What follows belongs to an exercise in optimizing a design on an open flow for small area, a short achievable clock period and few clock cycles; a production flow would make more cautious choices. Only simulation tests tie the RTL to the original design; equivalence was not proved. No activity file was given, so power comes from the tool's default toggle rates.

## flow/design.v (module list and top-level ports; edited modules follow where they fit)
// module gefd: 697 lines
// module sq_a: 741 lines
// module sq_d: 753 lines
module gefd (
    input  wire        clk,
    input  wire        rst,
    input  wire        in_valid,
    input  wire [2:0]  in_kind,
    input  wire [3:0]  in_addr,
    input  wire [32:0] in_data,
    output wire        in_ready,
    output reg         tx_valid,
    output wire [7:0]  tx_data,
    output reg         err_valid,
    output reg  [2:0]  err_code,
    output reg  [15:0] err_info,
    output reg         cell_valid,
    output reg  [31:0] cell_data,
    output reg         frame_valid,
    output reg         frame_occ,
    output reg         frame_mot,
    output reg  [31:0] frame_cnt,
    output reg  [15:0] frame_n,
    output reg         trig_valid,
    output reg  [31:0] trig_cnt
);
  // ...
==> flow/flow/run.sh <==
#!/bin/bash
# The standard layout (the standard.sh, all steps unchanged), except that the port
# buffers the placement step inserts are sky130_fd_sc_hd__buf_4 cells instead of the
# default choice. make's full output goes to flow_make.log; each ORFS step keeps its own
# log under orfs/logs/.
set -euo pipefail
export BUFFER_PORTS_ARGS="-buffer_cell sky130_fd_sc_hd__buf_4"
bash standard.sh > flow_make.log 2>&1
==> flow/standard.sh <==
#!/bin/bash
# synth_recipe.tcl (not shown) runs the flow's synth.tcl, then flattens the netlist and writes it again
# the make line also repeats each setting of config.mk as NAME=value (left out here)
make -C /OpenROAD-flow-scripts/flow DESIGN_CONFIG=/design/flow/config.mk WORK_HOME=/design/flow/orfs CLKGATE_MAP_FILE= SYNTH_SCRIPT=/design/flow/synth_recipe.tcl "${@:-finish}"
==> flow/config.mk <==
export PLATFORM = sky130hd
export DESIGN_NAME = gefd
export DESIGN_NICKNAME = gefd
export VERILOG_FILES = /design/flow/design.v
export SDC_FILE = /design/flow/constraint.sdc
export NUM_CORES = 8
export LEC_CHECK = 0
export CAP_MARGIN = 20
export CORE_MARGIN = 2
export CORE_UTILIZATION = 40
export CTS_BUF_LIST = sky130_fd_sc_hd__clkbuf_16
export CTS_CLUSTER_DIAMETER = 100
export CTS_CLUSTER_SIZE = 24
export SLEW_MARGIN = 20
==> flow/constraint.sdc <==
create_clock -name core_clock -period 18.0 [get_ports {clk}]
set_input_delay 3.6000 -clock core_clock [delete_from_list [all_inputs] [get_ports {clk}]]
set_output_delay 3.6000 -clock core_clock [all_outputs]
set_load 0.01 [all_outputs]
==> key figures, run 1 <==
STA
  – Max transition margin: 15.4%
  – Maximum clock frequency: 182 MHz
  – Transition time of the tightest slew-check pin: 1.26 ns
  – Fin. max-slew vios: 0

Worst setup path
  – Family of cells with the greatest summed delay on the critical path: buffers and inverters
  – Worst EP arrival: roughly 6.4 ns
  – Cell chain of the critical path: buf_8 -> buf_4 -> buf_4 -> nor2_4 -> buf_4 -> a22o_1
  – FF-to-FF setup slack: 12.76 ns

Synthesis
  – Dominant cell by count in the synthesized netlist: sky130_fd_sc_hd__dfxtp_1
  – Post-synthesis async set-or-reset flop share: 0%
  – Largest cells by area after synthesis: sky130_fd_sc_hd__dfxtp_1 50%, sky130_fd_sc_hd__edfxtp_1 19%, sky130_fd_sc_hd__fa_1 3.5%
  – Sequential fraction of the synthesis area: a little over two thirds
  – Gate count of the mapped netlist: between 15,000 and 20,000
  – Synth cell types: 94
  – Synth Area in Compound Gates: roughly 8.1%
  – Post-Syn Area per Cell: 13.5 sq um

Place
  – Post-Place Setup Slack: 11.58 ns
  – Placer Congestion: 0.937

Finish
  – Data-path buffer share of cell area in the final layout: 1.48%
  – Area of combinational cells with multiple inputs: 61,500 sq um
  – Layout overhead on the synthesized area: 9.08%
  – Finished Core Util: 43.8%
  – Share of post-route cells with drive strength above 1: 10.2%
  – Share of the final layout cell area in sequential cells: 63.7%
  – FILL cells: around 49,000

Clock tree
  – Setup Buffers After CTS: 0
  – Worst-skew pair later-pin latency: approximately 1.1 ns
  – Inserted Clock Buffers: ~330
  – Total of hold buffers inserted after clock tree synthesis: 0

Die
  – Tap Count: 7,208
  – Die height: between 700 and 800 um
  – Initial cell density of the core: 40.2%
  – Area of the die: around 550,000 sq um
  – Core Footprint: 541,000 sq um

Global route
  – Global-route wire length before repair: about 800,000 um
  – Grt peak-use layer: met2
  – Overall track demand over capacity in global routing: 19.5%

Routing
  – Total length of routed met2 wires: 241,000 um
  – Wire length on met1: between 200,000 and 250,000 um

Min path
  – Type of the worst min-delay path: reg -> reg

Power and ir drop
  – Total net switching power: between 5000 and 6000 uW
  – Clock network power share: about a third

Outcome
  – Result of the run: timing/DRC/antenna clean
Testbench counts, summed over its fixed seeds: cycles 58,024.
==> run 2: changes to the inputs <==
==> flow/run.sh (new file) <==
#!/bin/bash
# synth_recipe.tcl (not shown) runs the flow's synth.tcl, then flattens the netlist and writes it again
# the make line also repeats each setting of config.mk as NAME=value (left out here)
make -C /OpenROAD-flow-scripts/flow DESIGN_CONFIG=/design/flow/config.mk WORK_HOME=/design/flow/orfs CLKGATE_MAP_FILE= SYNTH_SCRIPT=/design/flow/synth_recipe.tcl finish
removed: flow/flow/run.sh
removed: flow/standard.sh
==> run 2 against run 1 <==
  * Synthesized area did not move
  * Sequential cell count unchanged
  * Sequential share of layout area decreased by 0.20 points
  * Count of clock-buffer cells in the layout increased by 3
  * Still clean on timing, DRC and antenna
  * Critical path depth decreased by 5
  * Critical endpoint is now in_ready
  * Final area grew 0.31%
==> key figures, run 2 <==
Worst setup path
  – Worst Path Buf+Inv: 1 (was 4)
  – Worst EP arrival: 2.10 ns (was 6.39 ns)
  – Kind of end point of the critical path: primary output (was register)
  – Start point of the critical path: in_rdy (was rst)
  – Cell with the biggest individual delay on the critical path: sky130_fd_sc_hd__clkdlybuf4s50_1 (was sky130_fd_sc_hd__buf_4)
  – Data required time of the critical path: 14.40 ns (was 18.88 ns)
  – Worst setup path category: reg -> out (was in -> reg)
  – Critical path launch point type: register (was primary input)
  – Largest stage delay on the critical path: 0.62 ns (was 0.69 ns)
  – Largest fanout of any net on the critical path: 3 (was 90)
  – Family of cells with the greatest summed delay on the critical path: buffers and inverters (unchanged)
  – Cell chain of the critical path: clkdlybuf4s50_1 (was buf_8 -> buf_4 -> buf_4 -> nor2_4 -> buf_4 -> a22o_1)
  – Reg2reg start: q_pc[2] (was w_s[0])

STA
  – RSZ-0062 raised after global routing: false (unchanged)
  – Fin. max-slew vios: 0 (unchanged)
  – Transition time of the tightest slew-check pin: 1.32 ns (was 1.26 ns)
  – Maximum clock frequency: 175 MHz (was 182 MHz)
  – Final Hold Fails: 0 (unchanged)
  – Max transition margin: 11.7% (was 15.4%)
  – Number of endpoints failing setup at the final stage: 0 (unchanged)
  – Total Negative Setup Slacks: 0 ns (unchanged)
  – Worst clock skew on the final layout: 0.103 ns (was 0.119 ns)
  – Final Cycle Share: 31.7% (was 30.6%)
  – Shortest clock period the worst path allows after layout: 5.70 ns (was 5.51 ns)

Die
  – Die height: 741 um (unchanged)
  – Die boundary width: 741 um (unchanged)
  – Initial cell density of the core: 40.2% (unchanged)
  – Row cnt: 270 (unchanged)
  – Core Footprint: 541,000 sq um (unchanged)
  – Area of the die: 549,000 sq um (unchanged)
  – Count of pins on the block boundary: 190 (unchanged)

Synthesis
  – Number of warnings issued by yosys: 1 (unchanged)
  – Most numerous cell types in the synthesized netlist: 5,439 x sky130_fd_sc_hd__dfxtp_1, 1,399 x sky130_fd_sc_hd__edfxtp_1, 778 x sky130_fd_sc_hd__nor2_1, 694 x sky130_fd_sc_hd__inv_1, 671 x sky130_fd_sc_hd__nand2_1 (unchanged)
  – Post-synthesis sequential element count: 6,838 (unchanged)
  – Synth cell types: 94 (unchanged)
  – Gate count of the mapped netlist: 16,136 (unchanged)
  – Post-Syn Area per Cell: 13.5 sq um (unchanged)
  – Share of the synthesized area in the top cell type: 50.1% (unchanged)
  – Largest cells by area after synthesis: sky130_fd_sc_hd__dfxtp_1 50%, sky130_fd_sc_hd__edfxtp_1 19%, sky130_fd_sc_hd__fa_1 3.5% (unchanged)
  – Sequential fraction of the synthesis area: 69.4% (unchanged)
  – Most used DFF post-synth: sky130_fd_sc_hd__dfxtp_1 (unchanged)
  – Number of enable flip-flop cells after synthesis: 1,399 (unchanged)
  – Mapped cell area: 217,000 sq um (unchanged)
  – Post-synthesis async set-or-reset flop share: 0% (unchanged)
  – Leading area contributor after synthesis: sky130_fd_sc_hd__dfxtp_1 (unchanged)
  – Dominant cell by count in the synthesized netlist: sky130_fd_sc_hd__dfxtp_1 (unchanged)

Routing
  – Number of violations reported at the end of detailed-routing iteration 0: 12,332 (was 12,872)
  – Drt via density: 5.14 (was 5.13)
  – Antenna Nets Post-Route: 0 (unchanged)
  – Aggregate routed wire length: 553,000 um (about the same)
  – Number of vias in the routed layout: 121,216 (was 121,145)
  – Average detailed-routed wire length per instance: 23.4 um (about the same)
  – DRC violation count after routing: 0 (unchanged)
  – Number of iterations in the first detailed-routing pass: 9 (was 8)

Finish
  – Layout overhead on the synthesized area: 9.42% (was 9.08%)
  – Registers with the most flip-flops: prv x2048, srv x2048, abv x1024 (unchanged)
  – FILL cells: 48,792 (was 48,892)
  – Leading cell type in the layout, fill and taps excluded: sky130_fd_sc_hd__dfxtp_1 (unchanged)
  – Share of post-route cells with drive strength above 1: 9.11% (was 10.2%)
  – Final standard cell area without fillers: 238,000 sq um (was 237,000 sq um)
  – Final layout net count: 17,210 (was 17,202)
  – Commonest cells after routing, fill and taps aside: 5,380 x sky130_fd_sc_hd__dfxtp_1, 1,399 x sky130_fd_sc_hd__edfxtp_1, 785 x sky130_fd_sc_hd__inv_1 (was 5,380 x sky130_fd_sc_hd__dfxtp_1, 1,399 x sky130_fd_sc_hd__edfxtp_1, 786 x sky130_fd_sc_hd__inv_1)

Power and ir drop
  – Largest vdd supply drop: 0.000117 V (was 0.000109 V)
  – LEAKAGE: 0.0929 uW (was 0.0930 uW)
  – Design Power: 24,300 uW (was 24,200 uW)
  – P per Cell Area: 102 nW/um^2 (about the same)

Clock tree
  – Total of hold buffers inserted after clock tree synthesis: 0 (unchanged)
  – Setup Buffers After CTS: 0 (unchanged)
  – Inserted Clock Buffers: 333 (was 331)
  – Clock edge transition at the registers on the reported setup and hold paths: 0.09 ns (about the same)
  – Maximum level of the CTS H-tree: 5 (unchanged)
  – TritonCTS clock tree: done (unchanged)
  – Max Root-Sink Buffers: 4 (unchanged)
  – Worst-skew pair later-pin latency: 1.08 ns (was 1.07 ns)
  – Count of cells resized by post-cts repair: 0 (unchanged)
  – TritonCTS sink count: 6,838 (unchanged)
  – Clock tree root driver cell: sky130_fd_sc_hd__clkbuf_16 (unchanged)

Min path
  – Hold Crit Start: prv[368] (was prv[1959])
  – Type of the worst min-delay path: reg -> reg (unchanged)

Global route
  – Largest net degree at the start of global routing: 151 (was 157)
  – Congestion Overflow GR: 0 (unchanged)
  – Initial antenna violation count: 27 (was 28)
  – Global-route wire length before repair: 799,000 um (was 798,000 um)
  – Overall track demand over capacity in global routing: 19.5% (about the same)
  – Vias in the first global route: 116,003 (was 116,526)

Place
  – Placed wire-length estimate after detailed placement: 373,000 um (was 369,000 um)
  – IO buf count: 184 (unchanged)
  – Placement-stage cell area: 228,000 sq um (about the same)
  – Placer Congestion: 0.935 (was 0.937)

Flow run
  – Number of violations of the max-capacitance limit: 0 (unchanged)

Outcome
  – Result of the run: timing/DRC/antenna clean (unchanged)
## run 2: changes by cell type in the layout (fill, tap and decap cells not counted), sizes merged, moves of 2 or more
cell,before,now
bufinv,0,2
buf,458,283
diode,20,10
inv,814,808
clkdlybuf4s50,0,183
clkinv,21,23
## run 2: final timing paths
kind          endpoint  slack [ns]  cells past startpoint
min           prv[400]        0.29                      0
max           in_ready       12.30                      1
min reg2reg   prv[400]        0.29                      0
max reg2reg  cfg_e1[3]       12.45                     12
## run 2: area by class of cell
| type | count | area (sq um) | share of cell area, % |
|---|---|---|---|
| Clock buffer | 337 | 8430 | 3.55 |
| Multi-Input combinational cell | 7896 | 61500 | 25.9 |
| Inverter | 695 | 2610 | 1.10 |
| Timing Repair Buffer | 470 | 4070 | 1.71 |
| Sequential cell | 6838 | 151000 | 63.5 |
| Antenna cell | 10 | 25.0 | 0.0105 |
| Tap cell | 7208 | 9020 | 3.79 |
| Clock inverter | 139 | 1180 | 0.495 |
## run 2: logic make-up (layout without fill, tap and decap cells)
| family | count (synthesis) | in the layout | share of synthesized area (%) |
|---|---|---|---|
| AO/OA/AOI/OAI | 2524 | 2524 | 8.10 |
| multiplexers | 811 | 811 | 4.10 |
| XOR/XNOR | 520 | 520 | 2.10 |
| other | 2 | 15 | 0.00345 |
| AND/OR/NAND/NOR | 3103 | 3103 | 7.17 |
| adder cells (fa/ha/maj) | 933 | 933 | 6.66 |
| buffers and inverters | 1405 | 1641 | 2.45 |
| flip-flops | 6838 | 6838 | 69.4 |
## run 2: where the power goes
group	total [uW]	internal, uW	switching [uW]
Combinational	330	123	207
Clock	8260	3490	4770
Sequential	15700	15700	54.9
## run 2: per-stage QoR
step                hold slack [ns]  worst slack (ns)  util [%]  std cells
finish                        0.290             12.30      44.0      23593
global route                  0.300             11.85      44.0      23585
CTS                           0.282             12.23      44.0      23575
detailed placement            0.312             12.04      42.2      23099
global placement              0.310             12.07      42.2      23094
floorplan                     0.310             12.61         -      16139
## run 2: layer usage
| metal | vias up | GRT usage (%) | wire length [um] |
|---|---|---|---|
| met5 | - | 0 | 406 |
| met4 | 18 | 8.83 | 29300 |
| met3 | 1064 | 4.15 | 49300 |
| met2 | 4823 | 30.3 | 242000 |
| met1 | 59443 | 26.3 | 232000 |
| li1 | 55868 | - | - |
==> module gefd, before the edit <==
module gefd (
    input  wire        clk,
    input  wire        rst,
    input  wire        in_valid,
    input  wire [2:0]  in_kind,
    input  wire [3:0]  in_addr,
    input  wire [32:0] in_data,
    output wire        in_ready,
    output reg         tx_valid,
    output wire [7:0]  tx_data,
    output reg         err_valid,
    output reg  [2:0]  err_code,
    output reg  [15:0] err_info,
    output reg         cell_valid,
    output reg  [31:0] cell_data,
    output reg         frame_valid,
    output reg         frame_occ,
    output reg         frame_mot,
    output reg  [31:0] frame_cnt,
    output reg  [15:0] frame_n,
    output reg         trig_valid,
    output reg  [31:0] trig_cnt
);
    localparam [7:0] MARKER = 8'h2A;
    localparam [2:0] K_RX = 3'd0, K_CFG = 3'd1, K_START = 3'd2, K_STOP = 3'd3, K_LINK = 3'd4;
    localparam [1:0] RS_IDLE = 2'd0, RS_RUN = 2'd1, RS_STOPPED = 2'd2, RS_HALTED = 2'd3;
    localparam [2:0] PH_HUNT = 3'd0, PH_CONFIRM = 3'd1, PH_THERM = 3'd2, PH_ARRAY = 3'd3,
                     PH_CSUM = 3'd4;
    reg        in_rdy;
    assign in_ready = in_rdy;
    reg        e_v;
    reg [2:0]  e_k;
    reg [3:0]  e_a;
    reg [32:0] e_d;
    always @(posedge clk) begin
        e_v <= in_valid & in_rdy & ~rst;
        e_k <= in_kind;
        e_a <= in_addr;
        e_d <= in_data;
    end
    wire [7:0] b = e_d[7:0];
    reg [1:0]  rs;
    reg [2:0]  phase;
    reg [7:0]  scancnt;
    reg [6:0]  fidx;
    reg        confok;
    reg [7:0]  csumacc;
    reg [31:0] pktcnt;
    reg [15:0] scnt;        
    reg        first;       
    reg        prevvalid, occ, mot;
    reg [15:0] cfg_n;
    reg [31:0] cfg_e0, cfg_e1, cfg_e2, cfg_e3;    
    reg [31:0] lim;         
    reg        lim_en;      
    reg        tx_s, tx_t0, tx_t1;    
    assign tx_data   = {1'b0, 1'b1, 1'b0, 1'b1, tx_s, 1'b0, tx_t1, tx_t0};
    always @(posedge clk) begin
        frame_occ <= occ;
        frame_mot <= mot;
        frame_n   <= cfg_n;
        trig_cnt  <= pktcnt;
    end
    reg [7:0]   trv;
    reg [255:0] trc;
    reg [2:0]   tph;
    reg [2047:0] srv;
    reg [2047:0] prv;
    reg [5:0]    ph;
    reg [1023:0] abv;       
    reg [5:0]    wb;
    reg [63:0]   rp_oh;     
    reg        pend;
    reg        eb;                  
    reg        p1_rd, p1_ins, p1_ins_first, p1_emit, p1_first, p1_last;
    reg [5:0]  p1c;
    reg [15:0] f_reg;
    reg        s1, s1_first, s1_last, s2, s2_first, s2_last;
    reg signed [37:0] tsum;
    reg [15:0] ya, yd;
    reg        sa, sd;
    reg        any_big;
    reg [75:0] as_, ac_, ds_, dc_;
    reg [75:0] racc;
    reg        mot_en, mot_ex, occ_en, occ_ex;
    reg        cm_done_flag, fin_flag;    
    reg        fv_fin, fv_out;            
    reg        sl_act, sl_d;
    reg [4:0]  sl_t;
    reg [6:0]  sl_g;
    reg        q_act, q_ne;
    reg [3:0]  q_pc;
    reg [2:0]  q_sub;
    reg [1:0]  q_i;
    reg        sm_busy, sm_done, q_small;
    reg [4:0]  sm_cnt;
    reg [36:0] sm_m;
    reg [37:0] sm_pl;
    reg [39:0] sm_ph;
    reg        cm_act;
    reg [5:0]  cmc;
    reg        ob_pend, ob_act;
    reg [6:0]  oc;
    reg        tg_act, tg_hit;
    reg [2:0]  tgc;
    wire [31:0] sr63 = srv[2047:2016];
    wire [31:0] sr0  = srv[31:0];
    wire [31:0] pr63 = prv[2047:2016];
    wire [31:0] pr0  = prv[31:0];
    wire [31:0] f_ext = {{16{f_reg[15]}}, f_reg};
    wire [31:0] a_new = (p1_first ? 32'd0 : sr63) + f_ext;
    wire [31:0] sr_in = p1_ins ? a_new : sr63;
    wire [31:0] pr_in = cm_act ? sr63 : pr63;
    always @(posedge clk) begin
        srv <= {srv[2015:0], sr_in};
        prv <= {prv[2015:0], pr_in};
    end
    reg         sm_go;      
    reg  [37:0] sm_xr;
    wire        smx_s = sm_xr[37];
    wire [36:0] smx_y = sm_xr[36:0] ^ {37{smx_s}};
    function [40:0] booth_add(input [2:0] dg, input [36:0] m);
        case (dg)
        3'b001, 3'b010: booth_add = {1'b0, 3'b000, m};
        3'b011:         booth_add = {1'b0, 2'b00, m, 1'b0};
        3'b100:         booth_add = {1'b1, ~{2'b00, m, 1'b0}};
        3'b101, 3'b110: booth_add = {1'b1, ~{3'b000, m}};
        default:        booth_add = 41'd0;
        endcase
    endfunction
    reg  [39:0] sm_ad;      
    reg         sm_ng;      
    wire [39:0] sm_sum = sm_ph + sm_ad + {39'd0, sm_ng};
    wire [75:0] sm_p   = {sm_ph[37:0], sm_pl};
    always @(posedge clk) begin
        if (sm_go) begin
            sm_m    <= smx_y;
            sm_pl   <= {1'b0, smx_y};
            sm_ph   <= smx_s ? {2'b00, smx_y, 1'b1} : 40'd0;
            {sm_ng, sm_ad} <= booth_add({smx_y[1:0], 1'b0}, smx_y);
        end else if (sm_busy) begin
            sm_ph  <= {{2{sm_sum[39]}}, sm_sum[39:2]};
            sm_pl  <= {sm_sum[1:0], sm_pl[37:2]};
            {sm_ng, sm_ad} <= booth_add({sm_pl[3:2], sm_pl[1]}, sm_m);
        end
    end
    always @(posedge clk) begin
        if (rst) begin
            sm_busy <= 1'b0;
            sm_done <= 1'b0;
            sm_cnt  <= 5'd0;
        end else begin
            sm_done <= 1'b0;
            if (sm_go) begin
                sm_busy <= 1'b1;
                sm_cnt  <= 5'd0;
            end else if (sm_busy) begin
                sm_cnt <= sm_cnt + 5'd1;
                if (sm_cnt == 5'd18) begin
                    sm_busy <= 1'b0;
                    sm_done <= 1'b1;
                end
            end
        end
    end
    reg         a_clr, d_clr, wb_a, wb_d;    
    wire [75:0] a_ns, a_nc, d_ns, d_nc;
    sq_a u_sqa (.y(ya), .s(sa), .ps(a_clr ? 76'd0 : as_), .pc(a_clr ? 76'd0 : ac_),
                .ns(a_ns), .nc(a_nc));
    sq_d u_sqd (.y(yd), .s(sd), .ps(d_clr ? 76'd0 : ds_), .pc(d_clr ? 76'd0 : dc_),
                .ns(d_ns), .nc(d_nc));
    reg         w_sela, w_cin;
    reg  [1:0]  w_x3;       
    reg  [1:0]  w_r;        
    reg  [1:0]  q_w;        
    reg  [1:0]  w2_r;       
    reg         w2_wba, w2_wbd;
    reg  [75:0] w_s, w_c;   
    reg  [75:0] w_x3v;
    always @(*) begin
        case (w_x3)
        2'd1:    w_x3v = racc;
        2'd2:    w_x3v = sm_p;
        2'd3:    w_x3v = {sm_p[69:0], 6'd0};
        default: w_x3v = 76'd0;
        endcase
    end
    wire [75:0] w_x1 = w_sela ? as_ : ds_;
    wire [75:0] w_x2 = w_sela ? ac_ : dc_;
    wire [75:0] w_fs = w_x1 ^ w_x2 ^ w_x3v;
    wire [75:0] w_fc = (w_x1 & w_x2) | (w_x1 & w_x3v) | (w_x2 & w_x3v);
    always @(posedge clk) begin
        w_s <= w_fs;
        w_c <= {w_fc[74:0], w_cin};
    end
    wire [75:0] w_out = w_s + w_c;
    always @(posedge clk) begin
        as_ <= w2_wba ? w_out : a_ns;
        ac_ <= w2_wba ? 76'd0 : a_nc;
        ds_ <= w2_wbd ? w_out : d_ns;
        dc_ <= w2_wbd ? 76'd0 : d_nc;
        if (w2_r == 2'd1) racc <= w_out;
        else if (w2_r == 2'd2) racc <= ~w_out;
    end
    reg [15:0] ne_e;
    always @(*) begin
        case (q_i)
        2'd0: ne_e = cfg_e0[15:0];
        2'd1: ne_e = cfg_e1[15:0];
        2'd2: ne_e = cfg_e2[15:0];
        default: ne_e = cfg_e3[15:0];
        endcase
    end
    reg  [16:0] ne_sum, ne_dif;    
    always @(posedge clk) begin
        ne_sum <= {1'b0, cfg_n} + {1'b0, ne_e};
        ne_dif <= {1'b0, cfg_n} - {1'b0, ne_e};
    end
    reg        q_sq, q_unita;
    reg [37:0] q_x;
    always @(*) begin
        q_sq = 1'b0; q_unita = 1'b0; q_x = 38'd0;
        if (q_ne) begin
            case (q_pc)
            4'd1: begin q_sq = 1'b1; q_x = {{21{ne_dif[16]}}, ne_dif}; end
            4'd3: begin q_sq = 1'b1; q_x = {21'd0, ne_sum}; end
            default: ;
            endcase
        end else begin
            case (q_pc)
            4'd1:  begin q_sq = 1'b1; q_x = {6'd0, cfg_e2}; end
            4'd3:  begin q_sq = 1'b1; q_x = {6'd0, cfg_e3}; end
            4'd6:  begin q_sq = 1'b1; q_x = tsum; end
            4'd8:  begin q_sq = 1'b1; q_unita = 1'b1; q_x = {6'd0, cfg_e0}; end
            4'd10: begin q_sq = 1'b1; q_unita = 1'b1; q_x = {6'd0, cfg_e1}; end
            default: ;
            endcase
        end
    end
    wire [32:0] tap_d = {sr63[31], sr63} - {pr63[31], pr63};
    reg         c_aclr, c_dclr, c_wba, c_wbd, c_sela, c_cin;
    reg  [1:0]  c_x3, c_r;
    always @(*) begin
        c_aclr = 1'b0; c_dclr = 1'b0; c_wba = 1'b0; c_wbd = 1'b0;
        c_sela = 1'b0; c_cin = 1'b0; c_x3 = 2'd0; c_r = 2'd0;
        if (s1_first) begin c_aclr = 1'b1; c_dclr = 1'b1; end
        if (s2_last && any_big) begin c_aclr = 1'b1; c_dclr = 1'b1; end
        if (sl_act && sm_done) begin
            c_sela = ~sl_d; c_x3 = sl_d ? 2'd2 : 2'd3;
            c_wba = ~sl_d; c_wbd = sl_d;
        end
        if (q_act) begin
            if (q_sq) begin
                case (q_sub)
                3'd1: begin c_aclr = q_unita; c_dclr = ~q_unita; end
                3'd3: if (sm_done) begin
                    c_sela = q_unita; c_x3 = q_unita ? 2'd3 : 2'd2;
                    c_wba = q_unita; c_wbd = ~q_unita;
                end
                default: ;
                endcase
            end else if (q_w == 2'd0) begin
                if (q_ne) begin
                    case (q_pc)
                    4'd2: begin c_sela = 1'b0; c_r = 2'd2; end
                    4'd4: begin c_sela = 1'b0; c_x3 = 2'd1; c_cin = 1'b1; end
                    default: ;
                    endcase
                end else begin
                    case (q_pc)
                    4'd0:  begin c_sela = 1'b0; c_r = 2'd2; end
                    4'd2:  begin c_sela = 1'b0; c_x3 = 2'd1; c_cin = 1'b1; end
                    4'd4:  begin c_sela = 1'b0; c_x3 = 2'd1; end
                    4'd5:  begin c_sela = 1'b1; c_r = 2'd2; end
                    4'd7:  begin c_sela = 1'b0; c_x3 = 2'd1; c_r = 2'd1; end
                    4'd9:  begin c_sela = 1'b1; c_x3 = 2'd1; c_cin = 1'b1; end
                    4'd11: begin c_sela = 1'b1; c_x3 = 2'd1; end
                    default: ;
                    endcase
                end
            end
        end
    end
    always @(posedge clk) begin
        if (rst) begin
            a_clr <= 1'b0; d_clr <= 1'b0; wb_a <= 1'b0; wb_d <= 1'b0;
            w_sela <= 1'b0; w_cin <= 1'b0; w_x3 <= 2'd0; w_r <= 2'd0;
            w2_r <= 2'd0; w2_wba <= 1'b0; w2_wbd <= 1'b0;
        end else begin
            a_clr <= c_aclr; d_clr <= c_dclr; wb_a <= c_wba; wb_d <= c_wbd;
            w_sela <= c_sela; w_cin <= c_cin; w_x3 <= c_x3; w_r <= c_r;
            w2_r <= w_r; w2_wba <= wb_a; w2_wbd <= wb_d;
        end
    end
    wire ev_rx  = e_v && e_k == K_RX && rs == RS_RUN;
    wire legal  = (cfg_n != 16'd0) && (cfg_e1[15:0] <= cfg_e0[15:0]) &&
                  (cfg_e3[15:0] <= cfg_e2[15:0]);
    wire [5:0] wa = wb + fidx[6:1];
    wire [5:0] rstart = ph + 6'd2 + wb;
    wire [2:0] tw = e_a[2:0] + tph + 3'd1;    
    wire tr_wr = e_v && e_k == K_CFG && rs == RS_IDLE && e_a[3];
    wire csum_ok = ev_rx && phase == PH_CSUM && b == csumacc && pktcnt != 32'hFFFF_FFFF;
    wire p1_go = (csum_ok || pend) && !eb;
    wire emit_now = (scnt == 16'd1);
    wire        s1a_s = sr0[31];
    wire [31:0] s1a_y = sr0 ^ {32{s1a_s}};
    wire [32:0] s1_d  = {sr0[31], sr0} - {pr0[31], pr0};
    wire        s1d_s = s1_d[32];
    wire [32:0] s1d_y = s1_d ^ {33{s1d_s}};
    wire        s1_big = (s1a_y[31:16] != 16'd0) || (prevvalid && s1d_y[32:16] != 17'd0);
    integer k;
    wire q_sq_load = q_act && q_sq && q_sub == 3'd0;
    wire q_sq_sub1 = q_act && q_sq && q_sub == 3'd1;
    wire smx_small = (smx_y[36:16] == 21'd0);
    always @(posedge clk) begin
        ya <= 16'd0; sa <= 1'b0;
        yd <= 16'd0; sd <= 1'b0;
        if (s1) begin
            ya   <= s1a_y[15:0]; sa <= s1a_s;
            yd   <= s1d_y[15:0]; sd <= s1d_s;
            tsum <= (s1_first ? 38'sd0 : tsum) + {{6{sr0[31]}}, sr0};
        end
        if (q_sq_load)
            sm_xr <= q_x;
        if (q_sq_sub1) begin
            if (smx_small) begin
                if (q_unita) begin ya <= smx_y[15:0]; sa <= smx_s; end
                else         begin yd <= smx_y[15:0]; sd <= smx_s; end
            end
            q_small <= smx_small;
        end
        if (sl_act && sl_t == 5'd0)
            sm_xr <= sl_d ? {{5{tap_d[32]}}, tap_d} : {{6{sr63[31]}}, sr63};
        if (q_act && !q_sq && q_w == 2'd2 && !q_ne && q_pc == 4'd12)
            frame_cnt <= pktcnt;
        if (ob_act) begin
            case (oc[2:0])
            3'd0: cell_data <= srv[32*1  +: 32];
            3'd1: cell_data <= srv[32*3  +: 32];
            3'd2: cell_data <= srv[32*5  +: 32];
            3'd3: cell_data <= srv[32*7  +: 32];
            3'd4: cell_data <= srv[32*9  +: 32];
            3'd5: cell_data <= srv[32*11 +: 32];
            3'd6: cell_data <= srv[32*13 +: 32];
            default: cell_data <= srv[32*15 +: 32];
            endcase
        end
    end
    reg [15:0] f_rd;
    integer kr, kw;
    always @(*) begin
        f_rd = 16'd0;
        for (kr = 0; kr < 64; kr = kr + 1)
            f_rd = f_rd | (abv[16*kr +: 16] & {16{rp_oh[kr]}});
    end
    always @(posedge clk) begin
        if (ev_rx && phase == PH_ARRAY) begin
            for (kw = 0; kw < 64; kw = kw + 1)
                if (wa == kw) begin
                    if (fidx[0]) abv[16*kw+8 +: 8] <= b;
                    else         abv[16*kw   +: 8] <= b;
                end
        end
        f_reg <= f_rd;
    end
    always @(posedge clk) begin
        for (k = 0; k < 8; k = k + 1) begin
            if (tr_wr && tw == k)
                trc[32*k +: 32] <= e_d[31:0];
            else
                trc[32*k +: 32] <= trc[32*((k + 7) % 8) +: 32];
        end
    end
    task iter_end;
        begin
            phase   <= PH_HUNT;
            fidx    <= 7'd0;
            scancnt <= 8'd0;
            confok  <= 1'b0;
            if (lim_en) begin
                lim <= lim - 32'd1;
                if (lim == 32'd1) begin
                    tx_valid <= 1'b1;
                    tx_s     <= 1'b1;
                    tx_t0    <= 1'b0; tx_t1 <= 1'b0;
                    rs       <= RS_STOPPED;
                end
            end
        end
    endtask
    task raise_err(input [2:0] code, input [15:0] info);
        begin
            err_valid <= 1'b1;
            err_code  <= code;
            err_info  <= info;
        end
    endtask
    always @(posedge clk) begin
        if (rst) begin
            in_rdy <= 1'b1;
            rs <= RS_IDLE; phase <= PH_HUNT; scancnt <= 8'd0; fidx <= 7'd0;
            confok <= 1'b0; csumacc <= 8'd0; pktcnt <= 32'd0;
            scnt <= 16'd1; first <= 1'b1;
            prevvalid <= 1'b0; occ <= 1'b0; mot <= 1'b0;
            cfg_n <= 16'd1; cfg_e0 <= 32'd30; cfg_e1 <= 32'd25; cfg_e2 <= 32'd20; cfg_e3 <= 32'd13;
            lim <= 32'd0; lim_en <= 1'b0;
            tx_valid <= 1'b0; tx_s <= 1'b0; tx_t0 <= 1'b1; tx_t1 <= 1'b0;
            err_valid <= 1'b0; err_code <= 3'd0; err_info <= 16'd0;
            cell_valid <= 1'b0;
            frame_valid <= 1'b0;
            trig_valid <= 1'b0;
            trv <= 8'd0; tph <= 3'd0; ph <= 6'd0; wb <= 6'd0; rp_oh <= 64'd1;
            pend <= 1'b0; eb <= 1'b0;
            p1_rd <= 1'b0; p1_ins <= 1'b0; p1_ins_first <= 1'b0; p1_emit <= 1'b0; p1_first <= 1'b0;
            p1c <= 6'd0; p1_last <= 1'b0;
            s1 <= 1'b0; s1_first <= 1'b0; s1_last <= 1'b0;
            s2 <= 1'b0; s2_first <= 1'b0; s2_last <= 1'b0;
            any_big <= 1'b0;
            mot_en <= 1'b0; mot_ex <= 1'b0; occ_en <= 1'b0; occ_ex <= 1'b0;
            cm_done_flag <= 1'b0; fin_flag <= 1'b0; fv_fin <= 1'b0; fv_out <= 1'b0;
            sl_act <= 1'b0; sm_go <= 1'b0; sl_d <= 1'b0; sl_t <= 5'd0; sl_g <= 7'd0;
            q_act <= 1'b0; q_ne <= 1'b0; q_pc <= 4'd0; q_sub <= 3'd0; q_i <= 2'd0; q_w <= 2'd0;
            cm_act <= 1'b0; cmc <= 6'd0; ob_pend <= 1'b0; ob_act <= 1'b0; oc <= 7'd0;
            tg_act <= 1'b0; tg_hit <= 1'b0; tgc <= 3'd0;
        end else begin
            tx_valid    <= 1'b0;
            err_valid   <= 1'b0;
            cell_valid  <= 1'b0;
            frame_valid <= 1'b0;
            trig_valid  <= 1'b0;
            ph  <= ph + 6'd1;
            tph <= tph + 3'd1;
            rp_oh <= {rp_oh[62:0], rp_oh[63]};
            p1c <= p1c + 6'd1;
            for (k = 0; k < 8; k = k + 1) begin
                if (tr_wr && tw == k) trv[k] <= e_d[32];
                else                  trv[k] <= trv[(k + 7) % 8];
            end
            if (e_v) begin
                case (e_k)
                K_RX: if (rs == RS_RUN) begin
                    case (phase)
                    PH_HUNT: begin
                        if (scancnt == 8'd133) begin
                            raise_err(3'd1, 16'd0);
                            iter_end;
                        end else begin
                            scancnt <= scancnt + 8'd1;
                            if (b == MARKER) begin
                                phase <= PH_CONFIRM;
                                fidx  <= 7'd0;
                            end
                        end
                    end
                    PH_CONFIRM: begin
                        if (fidx == 7'd0) begin
                            if (scancnt == 8'd133) begin
                                raise_err(3'd1, 16'd0);
                                iter_end;
                            end else begin
                                scancnt <= scancnt + 8'd1;
                                confok  <= (b == MARKER);
                                fidx    <= 7'd1;
                            end
                        end else begin
                            scancnt <= scancnt + 8'd1;
                            if (confok && b == MARKER) begin
                                phase   <= PH_THERM;
                                fidx    <= 7'd0;
                                csumacc <= 8'd0;
                            end else begin
                                raise_err(3'd1, 16'd1);
                                iter_end;
                            end
                        end
                    end
                    PH_THERM: begin
                        csumacc <= csumacc + b;
                        if (fidx == 7'd0) fidx <= 7'd1;
                        else begin
                            phase <= PH_ARRAY;
                            fidx  <= 7'd0;
                        end
                    end
                    PH_ARRAY: begin
                        csumacc <= csumacc + b;
                        if (fidx == 7'd127) begin
                            phase <= PH_CSUM;
                            fidx  <= 7'd0;
                        end else
                            fidx <= fidx + 7'd1;
                    end
                    default: begin
                        if (b == csumacc) begin
                            if (pktcnt == 32'hFFFF_FFFF) begin
                                raise_err(3'd5, 16'd0);
                                tx_valid <= 1'b1; tx_s <= 1'b1; tx_t0 <= 1'b0; tx_t1 <= 1'b0;
                                rs <= RS_HALTED;
                            end else begin
                                if (eb) begin
                                    pend   <= 1'b1;
                                    in_rdy <= 1'b0;
                                end
                                iter_end;
                            end
                        end else begin
                            raise_err(3'd2, {b, csumacc});
                            iter_end;
                        end
                    end
                    endcase
                end
                K_CFG: if (rs == RS_IDLE) begin
                    case (e_a)
                    4'd0: begin cfg_n <= e_d[15:0]; scnt <= e_d[15:0]; end
                    4'd1: cfg_e0 <= {16'd0, e_d[15:0]};
                    4'd2: cfg_e1 <= {16'd0, e_d[15:0]};
                    4'd3: cfg_e2 <= {16'd0, e_d[15:0]};
                    4'd4: cfg_e3 <= {16'd0, e_d[15:0]};
                    4'd5: begin lim <= e_d[31:0]; lim_en <= (e_d[31:0] != 32'd0); end
                    default: ;
                    endcase
                end
                K_START: if (rs == RS_IDLE) begin
                    if (legal) begin
                        tx_valid <= 1'b1; tx_s <= 1'b0; tx_t0 <= 1'b1; tx_t1 <= 1'b1;
                        rs <= RS_RUN;
                        q_act <= 1'b1; q_ne <= 1'b1; q_pc <= 4'd0; q_sub <= 3'd0; q_i <= 2'd0; q_w <= 2'd0;
                    end else
                        raise_err(3'd4, 16'd0);
                end
                K_STOP: if (rs == RS_RUN) begin
                    tx_valid <= 1'b1; tx_s <= 1'b1; tx_t0 <= 1'b0; tx_t1 <= 1'b0;
                    rs <= RS_STOPPED;
                end
                K_LINK: if (rs == RS_RUN) begin
                    raise_err(3'd3, {15'd0, e_d[0]});
                    if (e_d[0]) begin
                        tx_valid <= 1'b1; tx_s <= 1'b1; tx_t0 <= 1'b0; tx_t1 <= 1'b0;
                    end
                    rs <= RS_HALTED;
                end
                default: ;
                endcase
            end
            if (p1_go) begin
                pend   <= 1'b0;
                in_rdy <= 1'b1;
                pktcnt <= pktcnt + 32'd1;
                if (emit_now) begin
                    scnt  <= cfg_n;
                    first <= 1'b1;
                    eb    <= 1'b1;
                    cm_done_flag <= 1'b0;
                    fin_flag     <= 1'b0;
                end else begin
                    scnt  <= scnt - 16'd1;
                    first <= 1'b0;
                end
                p1_rd    <= 1'b1;
                p1c      <= 6'd0;
                p1_emit  <= emit_now;
                p1_first <= first;
                rp_oh    <= 64'd1 << rstart;
                wb       <= rstart;
                tg_act   <= 1'b1;
                tg_hit   <= 1'b0;
                tgc      <= 3'd0;
            end
            if (tg_act) begin
                tgc <= tgc + 3'd1;
                if (trv[7] && trc[255:224] == pktcnt) tg_hit <= 1'b1;
                if (tgc == 3'd7) begin
                    tg_act <= 1'b0;
                    trig_valid <= tg_hit || (trv[7] && trc[255:224] == pktcnt);
                end
            end
            if (p1_rd && p1c == 6'd63) p1_rd <= 1'b0;
            p1_ins       <= p1_rd;
            p1_ins_first <= p1_rd && p1c == 6'd0;
            p1_last      <= p1_rd && p1c == 6'd63;
            s1       <= p1_ins && p1_emit;
            s1_first <= p1_ins && p1_emit && p1_ins_first;
            s1_last  <= p1_ins && p1_emit && p1_last;
            s2       <= s1;
            s2_first <= s1_first;
            s2_last  <= s1_last;
            if (s1) any_big <= (s1_first ? 1'b0 : any_big) | s1_big;
            if (s2_last) begin
                if (any_big) begin
                    sl_act <= 1'b1; sl_d <= 1'b0;
                    sl_t <= 5'd31; sl_g <= 7'd0;
                end else begin
                    cm_act <= 1'b1; cmc <= 6'd0;
                    q_act <= 1'b1; q_ne <= 1'b0; q_pc <= 4'd0; q_sub <= 3'd0; q_w <= 2'd0;
                end
            end
            sm_go <= 1'b0;
            if (sl_act) begin
                sl_t <= (sl_t == 5'd24) ? 5'd0 : sl_t + 5'd1;
                if (sl_t == 5'd0 && sl_g != 7'd64) begin
                    sl_g  <= sl_g + 7'd1;
                    sm_go <= 1'b1;
                end
                if (sl_t == 5'd24 && sl_g == 7'd64) begin
                    if (!sl_d && prevvalid) begin
                        sl_d <= 1'b1; sl_g <= 7'd0; sl_t <= 5'd0;
                    end else begin
                        sl_act <= 1'b0;
                        cm_act <= 1'b1; cmc <= 6'd0;
                        q_act <= 1'b1; q_ne <= 1'b0; q_pc <= 4'd0; q_sub <= 3'd0; q_w <= 2'd0;
                    end
                end
            end
            if (q_act) begin
                if (q_sq) begin
                    case (q_sub)
                    3'd0: q_sub <= 3'd1;
                    3'd1: q_sub <= 3'd2;
                    3'd2: begin
                        if (q_small) begin
                            q_sub <= 3'd0; q_pc <= q_pc + 4'd1;
                        end else begin
                            sm_go <= 1'b1;
                            q_sub <= 3'd3;
                        end
                    end
                    3'd3: if (sm_done) q_sub <= 3'd4;
                    3'd4: q_sub <= 3'd5;
                    default: begin q_sub <= 3'd0; q_pc <= q_pc + 4'd1; end
                    endcase
                end else if (q_w != 2'd2) begin
                    q_w <= q_w + 2'd1;
                end else if (q_ne) begin
                    q_w  <= 2'd0;
                    q_pc <= q_pc + 4'd1;
                    if (q_pc == 4'd4) begin
                        case (q_i)
                        2'd0: cfg_e0 <= w_out[33:2];
                        2'd1: cfg_e1 <= w_out[33:2];
                        2'd2: cfg_e2 <= w_out[33:2];
                        default: cfg_e3 <= w_out[33:2];
                        endcase
                        q_i  <= q_i + 2'd1;
                        q_pc <= 4'd0;
                        if (q_i == 2'd3) q_act <= 1'b0;
                    end
                end else begin
                    q_w  <= 2'd0;
                    q_pc <= q_pc + 4'd1;
                    case (q_pc)
                    4'd2:  mot_en <= w_out[75];
                    4'd4:  mot_ex <= ~w_out[75];
                    4'd9:  occ_en <= w_out[75];
                    4'd11: occ_ex <= ~w_out[75];
                    4'd12: begin
                        q_act <= 1'b0;
                        occ <= occ_en ? 1'b1 : (occ_ex ? 1'b0 : occ);
                        if (prevvalid)
                            mot <= mot_en ? ((occ_en | (!occ_ex & occ)) ? 1'b1 : mot)
                                          : (mot_ex ? 1'b0 : mot);
                        prevvalid <= 1'b1;
                        fin_flag  <= 1'b1;
                        fv_fin    <= 1'b1;
                    end
                    default: ;
                    endcase
                end
            end
            if (cm_act) begin
                cmc <= cmc + 6'd1;
                cm_done_flag <= 1'b1;
                if (cmc == 6'd63) cm_act <= 1'b0;
            end
            if (eb && cm_done_flag && fin_flag) eb <= 1'b0;
            if (p1_ins && p1_ins_first && p1_emit) ob_pend <= 1'b1;
            if ((ob_pend || (p1_ins && p1_ins_first && p1_emit)) && ph == 6'd0) begin
                ob_act  <= 1'b1;
                ob_pend <= 1'b0;
                oc      <= 7'd0;
            end
            if (ob_act) begin
                oc <= oc + 7'd1;
                if (oc >= 7'd8) cell_valid <= 1'b1;
                if (oc == 7'd71) begin
                    ob_act <= 1'b0;
                    fv_out <= 1'b1;
                end
            end
            if (fv_fin && fv_out) begin
                frame_valid <= 1'b1;
                fv_fin      <= 1'b0;
                fv_out      <= 1'b0;
            end
        end
    end
endmodule
==> run 3: changes to the inputs <==
--- a/flow/design.v
+++ b/flow/design.v
@@ -89,4 +89,7 @@
     reg [4:0]  sl_t;
     reg [6:0]  sl_g;
+    reg        ff_act, ne_small;
+    reg [3:0]  ne_we;       
+    reg [3:0]  ff;
     reg        q_act, q_ne;
     reg [3:0]  q_pc;
@@ -116,8 +119,9 @@
         prv <= {prv[2015:0], pr_in};
     end
-    reg         sm_go;      
-    reg  [37:0] sm_xr;
-    wire        smx_s = sm_xr[37];
-    wire [36:0] smx_y = sm_xr[36:0] ^ {37{smx_s}};
+    wire        sm_go;      
+    reg  [37:0] q_xr;       
+    wire [37:0] sm_x;
+    wire        smx_s = sm_x[37];
+    wire [36:0] smx_y = sm_x[36:0] ^ {37{smx_s}};
     function [40:0] booth_add(input [2:0] dg, input [36:0] m);
         case (dg)
@@ -250,4 +254,18 @@
             c_wba = ~sl_d; c_wbd = sl_d;
         end
+        if (ff_act) begin
+            case (ff)
+            4'd0: begin c_sela = 1'b0; c_r = 2'd2; end                     
+            4'd1: c_dclr = 1'b1;                                          
+            4'd2: begin c_sela = 1'b0; c_x3 = 2'd1; c_cin = 1'b1; c_dclr = 1'b1; end   
+            4'd3: begin c_sela = 1'b0; c_x3 = 2'd1; c_dclr = 1'b1; end     
+            4'd4: begin c_sela = 1'b1; c_r = 2'd2; end                     
+            4'd5: c_aclr = 1'b1;                                          
+            4'd6: begin c_sela = 1'b0; c_x3 = 2'd1; c_r = 2'd1; end        
+            4'd8: begin c_sela = 1'b1; c_x3 = 2'd1; c_cin = 1'b1; c_aclr = 1'b1; end   
+            4'd9: begin c_sela = 1'b1; c_x3 = 2'd1; end                    
+            default: ;
+            endcase
+        end
         if (q_act) begin
             if (q_sq) begin
@@ -312,5 +330,12 @@
     wire q_sq_load = q_act && q_sq && q_sub == 3'd0;
     wire q_sq_sub1 = q_act && q_sq && q_sub == 3'd1;
-    wire smx_small = (smx_y[36:16] == 21'd0);
+    wire [36:0] t_y = tsum[36:0] ^ {37{tsum[37]}};
+    wire        t_small = (t_y[36:16] == 21'd0);
+    assign sm_x  = sl_act ? (sl_d ? {{5{tap_d[32]}}, tap_d} : {{6{sr63[31]}}, sr63}) : q_xr;
+    wire        qxr_s = q_xr[37];
+    wire [36:0] qxr_y = q_xr[36:0] ^ {37{qxr_s}};
+    wire        qxr_small = (qxr_y[36:16] == 21'd0);
+    assign sm_go = (sl_act && sl_t == 5'd0 && sl_g != 7'd64) ||
+                   (q_act && q_sq && q_sub == 3'd2 && !q_small);
     always @(posedge clk) begin
         ya <= 16'd0; sa <= 1'b0;
@@ -321,16 +346,23 @@
             tsum <= (s1_first ? 38'sd0 : tsum) + {{6{sr0[31]}}, sr0};
         end
-        if (q_sq_load)
-            sm_xr <= q_x;
+        if (ff_act) begin
+            case (ff)
+            4'd1: begin yd <= cfg_e2[15:0]; sd <= 1'b0; end
+            4'd2: begin yd <= cfg_e3[15:0]; sd <= 1'b0; end
+            4'd3: begin yd <= t_y[15:0]; sd <= tsum[37]; end
+            4'd5: begin ya <= cfg_e0[15:0]; sa <= 1'b0; end
+            4'd8: begin ya <= cfg_e1[15:0]; sa <= 1'b0; end
+            default: ;
+            endcase
+        end
+        q_xr <= q_x;
         if (q_sq_sub1) begin
-            if (smx_small) begin
-                if (q_unita) begin ya <= smx_y[15:0]; sa <= smx_s; end
-                else         begin yd <= smx_y[15:0]; sd <= smx_s; end
-            end
-            q_small <= smx_small;
-        end
-        if (sl_act && sl_t == 5'd0)
-            sm_xr <= sl_d ? {{5{tap_d[32]}}, tap_d} : {{6{sr63[31]}}, sr63};
-        if (q_act && !q_sq && q_w == 2'd2 && !q_ne && q_pc == 4'd12)
+            if (qxr_small) begin
+                if (q_unita) begin ya <= qxr_y[15:0]; sa <= qxr_s; end
+                else         begin yd <= qxr_y[15:0]; sd <= qxr_s; end
+            end
+            q_small <= qxr_small;
+        end
+        if ((q_act && !q_sq && q_w == 2'd2 && !q_ne && q_pc == 4'd12) || (ff_act && ff == 4'd12))
             frame_cnt <= pktcnt;
         if (ob_act) begin
@@ -363,4 +395,5 @@
         end
         f_reg <= f_rd;
+        rp_oh <= p1_go ? (64'd1 << rstart) : {rp_oh[62:0], rp_oh[63]};
     end
     always @(posedge clk) begin
@@ -410,5 +443,5 @@
             frame_valid <= 1'b0;
             trig_valid <= 1'b0;
-            trv <= 8'd0; tph <= 3'd0; ph <= 6'd0; wb <= 6'd0; rp_oh <= 64'd1;
+            trv <= 8'd0; tph <= 3'd0; ph <= 6'd0; wb <= 6'd0;
             pend <= 1'b0; eb <= 1'b0;
             p1_rd <= 1'b0; p1_ins <= 1'b0; p1_ins_first <= 1'b0; p1_emit <= 1'b0; p1_first <= 1'b0;
@@ -419,5 +452,5 @@
             mot_en <= 1'b0; mot_ex <= 1'b0; occ_en <= 1'b0; occ_ex <= 1'b0;
             cm_done_flag <= 1'b0; fin_flag <= 1'b0; fv_fin <= 1'b0; fv_out <= 1'b0;
-            sl_act <= 1'b0; sm_go <= 1'b0; sl_d <= 1'b0; sl_t <= 5'd0; sl_g <= 7'd0;
+            sl_act <= 1'b0; ff_act <= 1'b0; ff <= 4'd0; ne_small <= 1'b0; ne_we <= 4'd0; sl_d <= 1'b0; sl_t <= 5'd0; sl_g <= 7'd0;
             q_act <= 1'b0; q_ne <= 1'b0; q_pc <= 4'd0; q_sub <= 3'd0; q_i <= 2'd0; q_w <= 2'd0;
             cm_act <= 1'b0; cmc <= 6'd0; ob_pend <= 1'b0; ob_act <= 1'b0; oc <= 7'd0;
@@ -431,5 +464,4 @@
             ph  <= ph + 6'd1;
             tph <= tph + 3'd1;
-            rp_oh <= {rp_oh[62:0], rp_oh[63]};
             p1c <= p1c + 6'd1;
             for (k = 0; k < 8; k = k + 1) begin
@@ -562,5 +594,4 @@
                 p1_emit  <= emit_now;
                 p1_first <= first;
-                rp_oh    <= 64'd1 << rstart;
                 wb       <= rstart;
                 tg_act   <= 1'b1;
@@ -593,15 +624,45 @@
                 end else begin
                     cm_act <= 1'b1; cmc <= 6'd0;
-                    q_act <= 1'b1; q_ne <= 1'b0; q_pc <= 4'd0; q_sub <= 3'd0; q_w <= 2'd0;
+                    if (ne_small && t_small) begin
+                        ff_act <= 1'b1; ff <= 4'd0;
+                    end else begin
+                        q_act <= 1'b1; q_ne <= 1'b0; q_pc <= 4'd0; q_sub <= 3'd0; q_w <= 2'd0;
+                    end
+                end
+            end
+            ne_we <= 4'd0;
+            if (q_act && q_ne && !q_sq && q_w == 2'd1 && q_pc == 4'd4)
+                ne_we[q_i] <= 1'b1;
+            if (ne_we[0]) cfg_e0 <= w_out[33:2];
+            if (ne_we[1]) cfg_e1 <= w_out[33:2];
+            if (ne_we[2]) cfg_e2 <= w_out[33:2];
+            if (ne_we[3]) cfg_e3 <= w_out[33:2];
+            ne_small <= (cfg_e0[31:16] == 16'd0) && (cfg_e1[31:16] == 16'd0) &&
+                        (cfg_e2[31:16] == 16'd0) && (cfg_e3[31:16] == 16'd0);
+            if (ff_act) begin
+                ff <= ff + 4'd1;
+                case (ff)
+                4'd4:  mot_en <= w_out[75];
+                4'd5:  mot_ex <= ~w_out[75];
+                4'd10: occ_en <= w_out[75];
+                4'd11: occ_ex <= ~w_out[75];
+                4'd12: begin
+                    ff_act <= 1'b0;
+                    occ <= occ_en ? 1'b1 : (occ_ex ? 1'b0 : occ);
+                    if (prevvalid)
+                        mot <= mot_en ? ((occ_en | (!occ_ex & occ)) ? 1'b1 : mot)
+                                      : (mot_ex ? 1'b0 : mot);
+                    prevvalid <= 1'b1;
+                    fin_flag  <= 1'b1;
+                    fv_fin    <= 1'b1;
                 end
+                default: ;
+                endcase
             end
-            sm_go <= 1'b0;
             if (sl_act) begin
-                sl_t <= (sl_t == 5'd24) ? 5'd0 : sl_t + 5'd1;
-                if (sl_t == 5'd0 && sl_g != 7'd64) begin
+                sl_t <= (sl_t == 5'd22) ? 5'd0 : sl_t + 5'd1;
+                if (sl_t == 5'd0 && sl_g != 7'd64)
                     sl_g  <= sl_g + 7'd1;
-                    sm_go <= 1'b1;
-                end
-                if (sl_t == 5'd24 && sl_g == 7'd64) begin
+                if (sl_t == 5'd22 && sl_g == 7'd64) begin
                     if (!sl_d && prevvalid) begin
                         sl_d <= 1'b1; sl_g <= 7'd0; sl_t <= 5'd0;
@@ -621,8 +682,6 @@
                         if (q_small) begin
                             q_sub <= 3'd0; q_pc <= q_pc + 4'd1;
-                        end else begin
-                            sm_go <= 1'b1;
+                        end else
                             q_sub <= 3'd3;
-                        end
                     end
                     3'd3: if (sm_done) q_sub <= 3'd4;
@@ -636,10 +695,4 @@
                     q_pc <= q_pc + 4'd1;
                     if (q_pc == 4'd4) begin
-                        case (q_i)
-                        2'd0: cfg_e0 <= w_out[33:2];
-                        2'd1: cfg_e1 <= w_out[33:2];
-                        2'd2: cfg_e2 <= w_out[33:2];
-                        default: cfg_e3 <= w_out[33:2];
-                        endcase
                         q_i  <= q_i + 2'd1;
                         q_pc <= 4'd0;
==> flow/flow/run.sh (new file) <==
#!/bin/bash
# The standard layout (the standard.sh, all steps unchanged), except that the port
# buffers the placement step inserts are sky130_fd_sc_hd__buf_4 cells instead of the
# default choice. make's full output goes to flow_make.log; each ORFS step keeps its own
# log under orfs/logs/.
set -euo pipefail
export BUFFER_PORTS_ARGS="-buffer_cell sky130_fd_sc_hd__buf_4"
bash standard.sh > flow_make.log 2>&1
==> flow/standard.sh (new file) <==
#!/bin/bash
# synth_recipe.tcl (not shown) runs the flow's synth.tcl, then flattens the netlist and writes it again
# the make line also repeats each setting of config.mk as NAME=value (left out here)
make -C /OpenROAD-flow-scripts/flow DESIGN_CONFIG=/design/flow/config.mk WORK_HOME=/design/flow/orfs CLKGATE_MAP_FILE= SYNTH_SCRIPT=/design/flow/synth_recipe.tcl "${@:-finish}"
--- a/flow/config.mk
+++ b/flow/config.mk
@@ -8,5 +8,5 @@
 export CAP_MARGIN = 20
 export CORE_MARGIN = 2
-export CORE_UTILIZATION = 40
+export CORE_UTILIZATION = 55
 export CTS_BUF_LIST = sky130_fd_sc_hd__clkbuf_16
 export CTS_CLUSTER_DIAMETER = 100
removed: flow/run.sh
==> run 3 against run 2 <==
  * Register-to-register slack worse by 0.83 ns
  * Utilization rose by 16 points
  * Highest routed layer unchanged
  * Critical endpoint is now sm_ad[31]
  * Clock power shrank 2%
  * Wire length grew 1.6%
  * Largest cell class unchanged
==> key figures, run 3 <==
Synthesis
  – Synthesized-area fraction occupied by adder cells: 6.65% (was 6.66%)
  – Most used DFF post-synth: sky130_fd_sc_hd__dfxtp_1 (unchanged)
  – Sequential fraction of the synthesis area: 68.7% (was 69.4%)
  – Share of synthesized cell area in and, or, nand and nor gates: 7.58% (was 7.17%)
  – Post-synthesis sequential element count: 6,847 (was 6,838)
  – Synth cell types: 106 (was 94)
  – Post-Syn Area per Cell: 13.3 sq um (was 13.5 sq um)
  – Mapped cell area: 220,000 sq um (was 217,000 sq um)
  – Main combinational cell family by area after synthesis: compound AO/OA/AOI/OAI gates (unchanged)
  – Leading area contributor after synthesis: sky130_fd_sc_hd__dfxtp_1 (unchanged)
  – Dominant cell by count in the synthesized netlist: sky130_fd_sc_hd__dfxtp_1 (unchanged)
  – Most numerous cell types in the synthesized netlist: 5,486 x sky130_fd_sc_hd__dfxtp_1, 1,361 x sky130_fd_sc_hd__edfxtp_1, 868 x sky130_fd_sc_hd__nand2_1, 846 x sky130_fd_sc_hd__nor2_1, 698 x sky130_fd_sc_hd__a21oi_1 (was 5,439 x sky130_fd_sc_hd__dfxtp_1, 1,399 x sky130_fd_sc_hd__edfxtp_1, 778 x sky130_fd_sc_hd__nor2_1, 694 x sky130_fd_sc_hd__inv_1, 671 x sky130_fd_sc_hd__nand2_1)
  – Largest cells by area after synthesis: sky130_fd_sc_hd__dfxtp_1 50%, sky130_fd_sc_hd__edfxtp_1 19%, sky130_fd_sc_hd__fa_1 3.4% (was sky130_fd_sc_hd__dfxtp_1 50%, sky130_fd_sc_hd__edfxtp_1 19%, sky130_fd_sc_hd__fa_1 3.5%)
  – Post-synthesis async set-or-reset flop share: 0% (unchanged)
  – Xor and xnor fraction of the mapped netlist area: 2.29% (was 2.10%)
  – Post-synthesis mux area share: 3.87% (was 4.10%)
  – Number of warnings issued by yosys: 1 (unchanged)
  – Share of the synthesized area in the top cell type: 50.0% (was 50.1%)
  – Synth Area in Compound Gates: 8.51% (was 8.10%)
  – Number of enable flip-flop cells after synthesis: 1,361 (was 1,399)
  – Gate count of the mapped netlist: 16,562 (was 16,136)

STA
  – Shortest clock period the worst path allows after layout: 6.38 ns (was 5.70 ns)
  – Fin. max-slew vios: 0 (unchanged)
  – Hold Worst Slack: 0.303 ns (was 0.290 ns)
  – Worst clock skew on the final layout: 0.0625 ns (was 0.103 ns)
  – Final Cycle Share: 35.4% (was 31.7%)
  – Total Negative Setup Slacks: 0 ns (unchanged)
  – Final Hold Fails: 0 (unchanged)
  – Number of endpoints failing setup at the final stage: 0 (unchanged)
  – RSZ-0062 raised after global routing: false (unchanged)
  – Max transition margin: 13.2% (was 11.7%)
  – Maximum clock frequency: 157 MHz (was 175 MHz)
  – Transition time of the tightest slew-check pin: 1.30 ns (was 1.32 ns)

Global route
  – Congestion Overflow GR: 0 (unchanged)
  – Overall track demand over capacity in global routing: 27.2% (was 19.5%)
  – Vias in the first global route: 118,046 (was 116,003)
  – Largest net degree at the start of global routing: 144 (was 151)
  – Global-route wire length before repair: 816,000 um (was 799,000 um)
  – Initial antenna violation count: 31 (was 27)

Finish
  – Share of post-route cells with drive strength above 1: 9.85% (was 9.11%)
  – Layout overhead on the synthesized area: 7.65% (was 9.42%)
  – Leading cell type in the layout, fill and taps excluded: sky130_fd_sc_hd__dfxtp_1 (unchanged)
  – Registers with the most flip-flops: prv x2048, srv x2048, abv x1024 (unchanged)
  – Final layout net count: 17,556 (was 17,210)
  – Commonest cells after routing, fill and taps aside: 5,429 x sky130_fd_sc_hd__dfxtp_1, 1,361 x sky130_fd_sc_hd__edfxtp_1, 868 x sky130_fd_sc_hd__nand2_1 (was 5,380 x sky130_fd_sc_hd__dfxtp_1, 1,399 x sky130_fd_sc_hd__edfxtp_1, 785 x sky130_fd_sc_hd__inv_1)

Worst setup path
  – FF-to-FF setup slack: 11.62 ns (was 12.45 ns)
  – Critical R2R Capture: sm_ad[31] (was cfg_e1[3])
  – Depth of the worst register-to-register path: 21 (was 12)
  – Kind of end point of the critical path: register (was primary output)
  – Cell chain of the critical path: inv_1 -> ha_1 -> inv_1 -> fa_1 -> a211oi_1 -> o21ai_0 -> a311oi_1 -> o21ai_0 -> a32oi_1 -> a21oi_1 -> a41oi_1 -> nor2b_1 -> a41o_1 -> o21a_1 -> ha_1 -> inv_1 -> ha_1 -> buf_4 -> and2_1 -> a221oi_1 -> o31ai_1 (was clkdlybuf4s50_1)
  – Largest stage delay on the critical path: 0.49 ns (was 0.62 ns)
  – Data required time of the critical path: 18.77 ns (was 14.40 ns)
  – Worst EP arrival: 7.14 ns (was 2.10 ns)
  – Largest fanout of any net on the critical path: 27 (was 3)
  – Critical path launch point type: register (unchanged)
  – Reg2reg start: srv[2016] (was q_pc[2])
  – Worst setup path category: reg -> reg (was reg -> out)
  – Cell with the biggest individual delay on the critical path: sky130_fd_sc_hd__a32oi_1 (was sky130_fd_sc_hd__clkdlybuf4s50_1)

Power and ir drop
  – Clock network power share: 33.6% (was 34.0%)
  – Comb pwr share: 1.3% (was 1.4%)
  – Net switching fraction of the power: 20.5% (was 20.7%)
  – Largest vdd supply drop: 0.0000850 V (was 0.000117 V)
  – LEAKAGE: 0.0932 uW (was 0.0929 uW)
  – P per Cell Area: 102 nW/um^2 (about the same)
  – Sequential share of power: 65.1% (was 64.7%)
  – Int Power: 19,200 uW (was 19,300 uW)
  – Total net switching power: 4940 uW (was 5030 uW)

Clock tree
  – Count of cells resized by post-cts repair: 0 (unchanged)
  – Maximum level of the CTS H-tree: 5 (unchanged)
  – TritonCTS clock tree: done (unchanged)
  – Worst-skew pair later-pin latency: 1.00 ns (was 1.08 ns)
  – Clock tree root driver cell: sky130_fd_sc_hd__clkbuf_16 (unchanged)
  – Setup Buffers After CTS: 0 (unchanged)
  – Total of hold buffers inserted after clock tree synthesis: 0 (unchanged)
  – Max Root-Sink Buffers: 4 (unchanged)
  – TritonCTS sink count: 6,847 (was 6,838)
  – Inserted Clock Buffers: 330 (was 333)
  – Clock edge transition at the registers on the reported setup and hold paths: 0.11 ns (was 0.09 ns)

Die
  – Row cnt: 231 (was 270)
  – Die boundary width: 636 um (was 741 um)
  – Count of pins on the block boundary: 190 (unchanged)
  – Initial cell density of the core: 55.4% (was 40.2%)
  – Die height: 636 um (was 741 um)
  – Area of the die: 404,000 sq um (was 549,000 sq um)
  – Core Footprint: 397,000 sq um (was 541,000 sq um)

Min path
  – Hold Crit Start: prv[1882] (was prv[368])
  – Hold Path End: prv[1914] (was prv[400])
  – Type of the worst min-delay path: reg -> reg (unchanged)
  – Hold Path Cell Cnt: 0 (unchanged)

Routing
  – Drt via density: 5.65 (was 5.14)
  – DRC violation count after routing: 0 (unchanged)
  – Number of violations reported at the end of detailed-routing iteration 0: 12,887 (was 12,332)
  – Average detailed-routed wire length per instance: 25.6 um (was 23.4 um)
  – Aggregate routed wire length: 562,000 um (was 553,000 um)
  – Antenna Nets Post-Route: 0 (unchanged)
  – Number of vias in the routed layout: 124,081 (was 121,216)
  – Number of iterations in the first detailed-routing pass: 7 (was 9)

Outcome
  – Result of the run: timing/DRC/antenna clean (unchanged)

Place
  – Placer Congestion: 0.948 (was 0.935)
  – Placed wire-length estimate after detailed placement: 382,000 um (was 373,000 um)
  – IO buf count: 184 (unchanged)

Flow run
  – Number of violations of the max-capacitance limit: 0 (unchanged)
run 3: cell types whose count changed in the layout (fill, tap and decap cells not counted), moves of 40 or more:
cell / before / now
sky130_fd_sc_hd__nor2_1: 735 / 795
sky130_fd_sc_hd__clkdlybuf4s50_1: 183 / 0
sky130_fd_sc_hd__inv_1: 785 / 733
sky130_fd_sc_hd__a21oi_1: 586 / 698
sky130_fd_sc_hd__buf_4: 274 / 427
sky130_fd_sc_hd__nand2_1: 669 / 868
sky130_fd_sc_hd__o221ai_1: 5 / 45
sky130_fd_sc_hd__o31ai_1: 25 / 91
sky130_fd_sc_hd__dfxtp_1: 5380 / 5429
sky130_fd_sc_hd__a211oi_1: 156 / 111
sky130_fd_sc_hd__nand3_1: 218 / 126
sky130_fd_sc_hd__xnor2_1: 349 / 389
run 3: worst max-delay path by stage:
| stage | to | startpoint | depth (start not counted) |
|---|---|---|---|
| 2_1_floorplan | sm_ad[0] | q_pc[0] | 12 |
| 4_1_cts | sm_ad[31] | srv[2016] | 21 |
| 3_3_place_gp | cfg_e0[15] | rst | 4 |
| 6_report | sm_ad[31] | srv[2016] | 21 |
| 3_5_place_dp | cfg_e2[9] | rst | 4 |
| 5_1_grt | sm_ad[31] | srv[2016] | 21 |
run 3: worst max-delay path: cells and delay by family (launching register included):
kind | cells | cell delay [ns]
compound gates | 11 | 3.25
fa+ha+maj | 4 | 1.46
buf+inv | 4 | 0.69
flops | 1 | 0.32
simple gates | 2 | 0.42
run 3: routing by layer:
metal | track usage, % | share of wire, % | routed length, um
met5 | 0 | 0.10 | 571
met1 | 38.7 | 43 | 244000
met3 | 5.89 | 9.2 | 51600
met4 | 9.10 | 3.9 | 21600
met2 | 41.5 | 43 | 244000
run 3: cell families after synthesis:
| family | Yosys count |
|---|---|
| xor gates and xnor gates | 572 |
| muxes | 772 |
| AOI/OAI and AO/OA | 2666 |
| and+or+nand+nor | 3350 |
| buffers and inverters | 1412 |
| DFF | 6847 |
| other | 2 |
| adders and majority gates | 941 |
run 3: power by group through the flow:
stage               combinational [uW]  sequential (uW)  clock, uW
CTS                                304            15700       8320
detailed placement                 303            16100          0
finish                             305            15700       8120
global placement                   299            16100          0
floorplan                          186            16100          0
global route                       334            15700       8850
run 3: through the flow:
stage / worst slack (ns) / cell area, sq um / util (%) / cells / total power (uW)
floorplan: 12.46 / 220000 / - / 16565 / 16300
global placement: 11.83 / 227000 / 57.2 / 21474 / 16400
detailed placement: 11.84 / 227000 / 57.2 / 21478 / 16400
CTS: 11.81 / 236000 / 59.6 / 21951 / 24400
global route: 11.26 / 236000 / 59.6 / 21958 / 24900
finish: 11.62 / 236000 / 59.6 / 21972 / 24200
run 3: final cells by class:
class	instances	area (sq um)
diodes	17	42.5
clock buffers	334	8360
clock inverters	139	962
fillers	31757	160000
inverters	650	2450
multi-input cells	8306	63800
flip-flops and latches	6847	151000
well taps	5242	6560
repair buffers	437	3330
Testbench counts of run 3, summed over its fixed seeds: cycles 57,968.

## what the ideal ports hide
The flow's constraints put no driver on any port. The routed layouts listed below were extracted and timed again, unchanged, in two steps.
Step 1 sets driving cells, clkbuf_16 on the clock port and buf_2 on the other inputs (assumed; they add their load-dependent delay and slew).
Step 2 moves the port delays by t, midway between the first and last clock arrival at a register: inputs arrive t later, outputs are due t later. That takes back most of the time a late clock gives input paths.
Slacks: no drivers / after step 1 / after step 2; pairs: no drivers / after step 1.
run | t (ns) | setup WS [ns] | worst setup path after step 2
run 1 | 1.132 | 12.494 / 12.363 / 11.231 | input to register
run 2 | 1.119 | 12.296 / 12.182 / 11.703 | input to register
run 3 | 1.083 | 11.622 / 11.622 / 11.622 | register to register
After both steps every run listed still meets setup and hold. The setup slack of run 1, which loses most, moves by -0.131 ns with the drivers and by -1.263 ns with both steps.
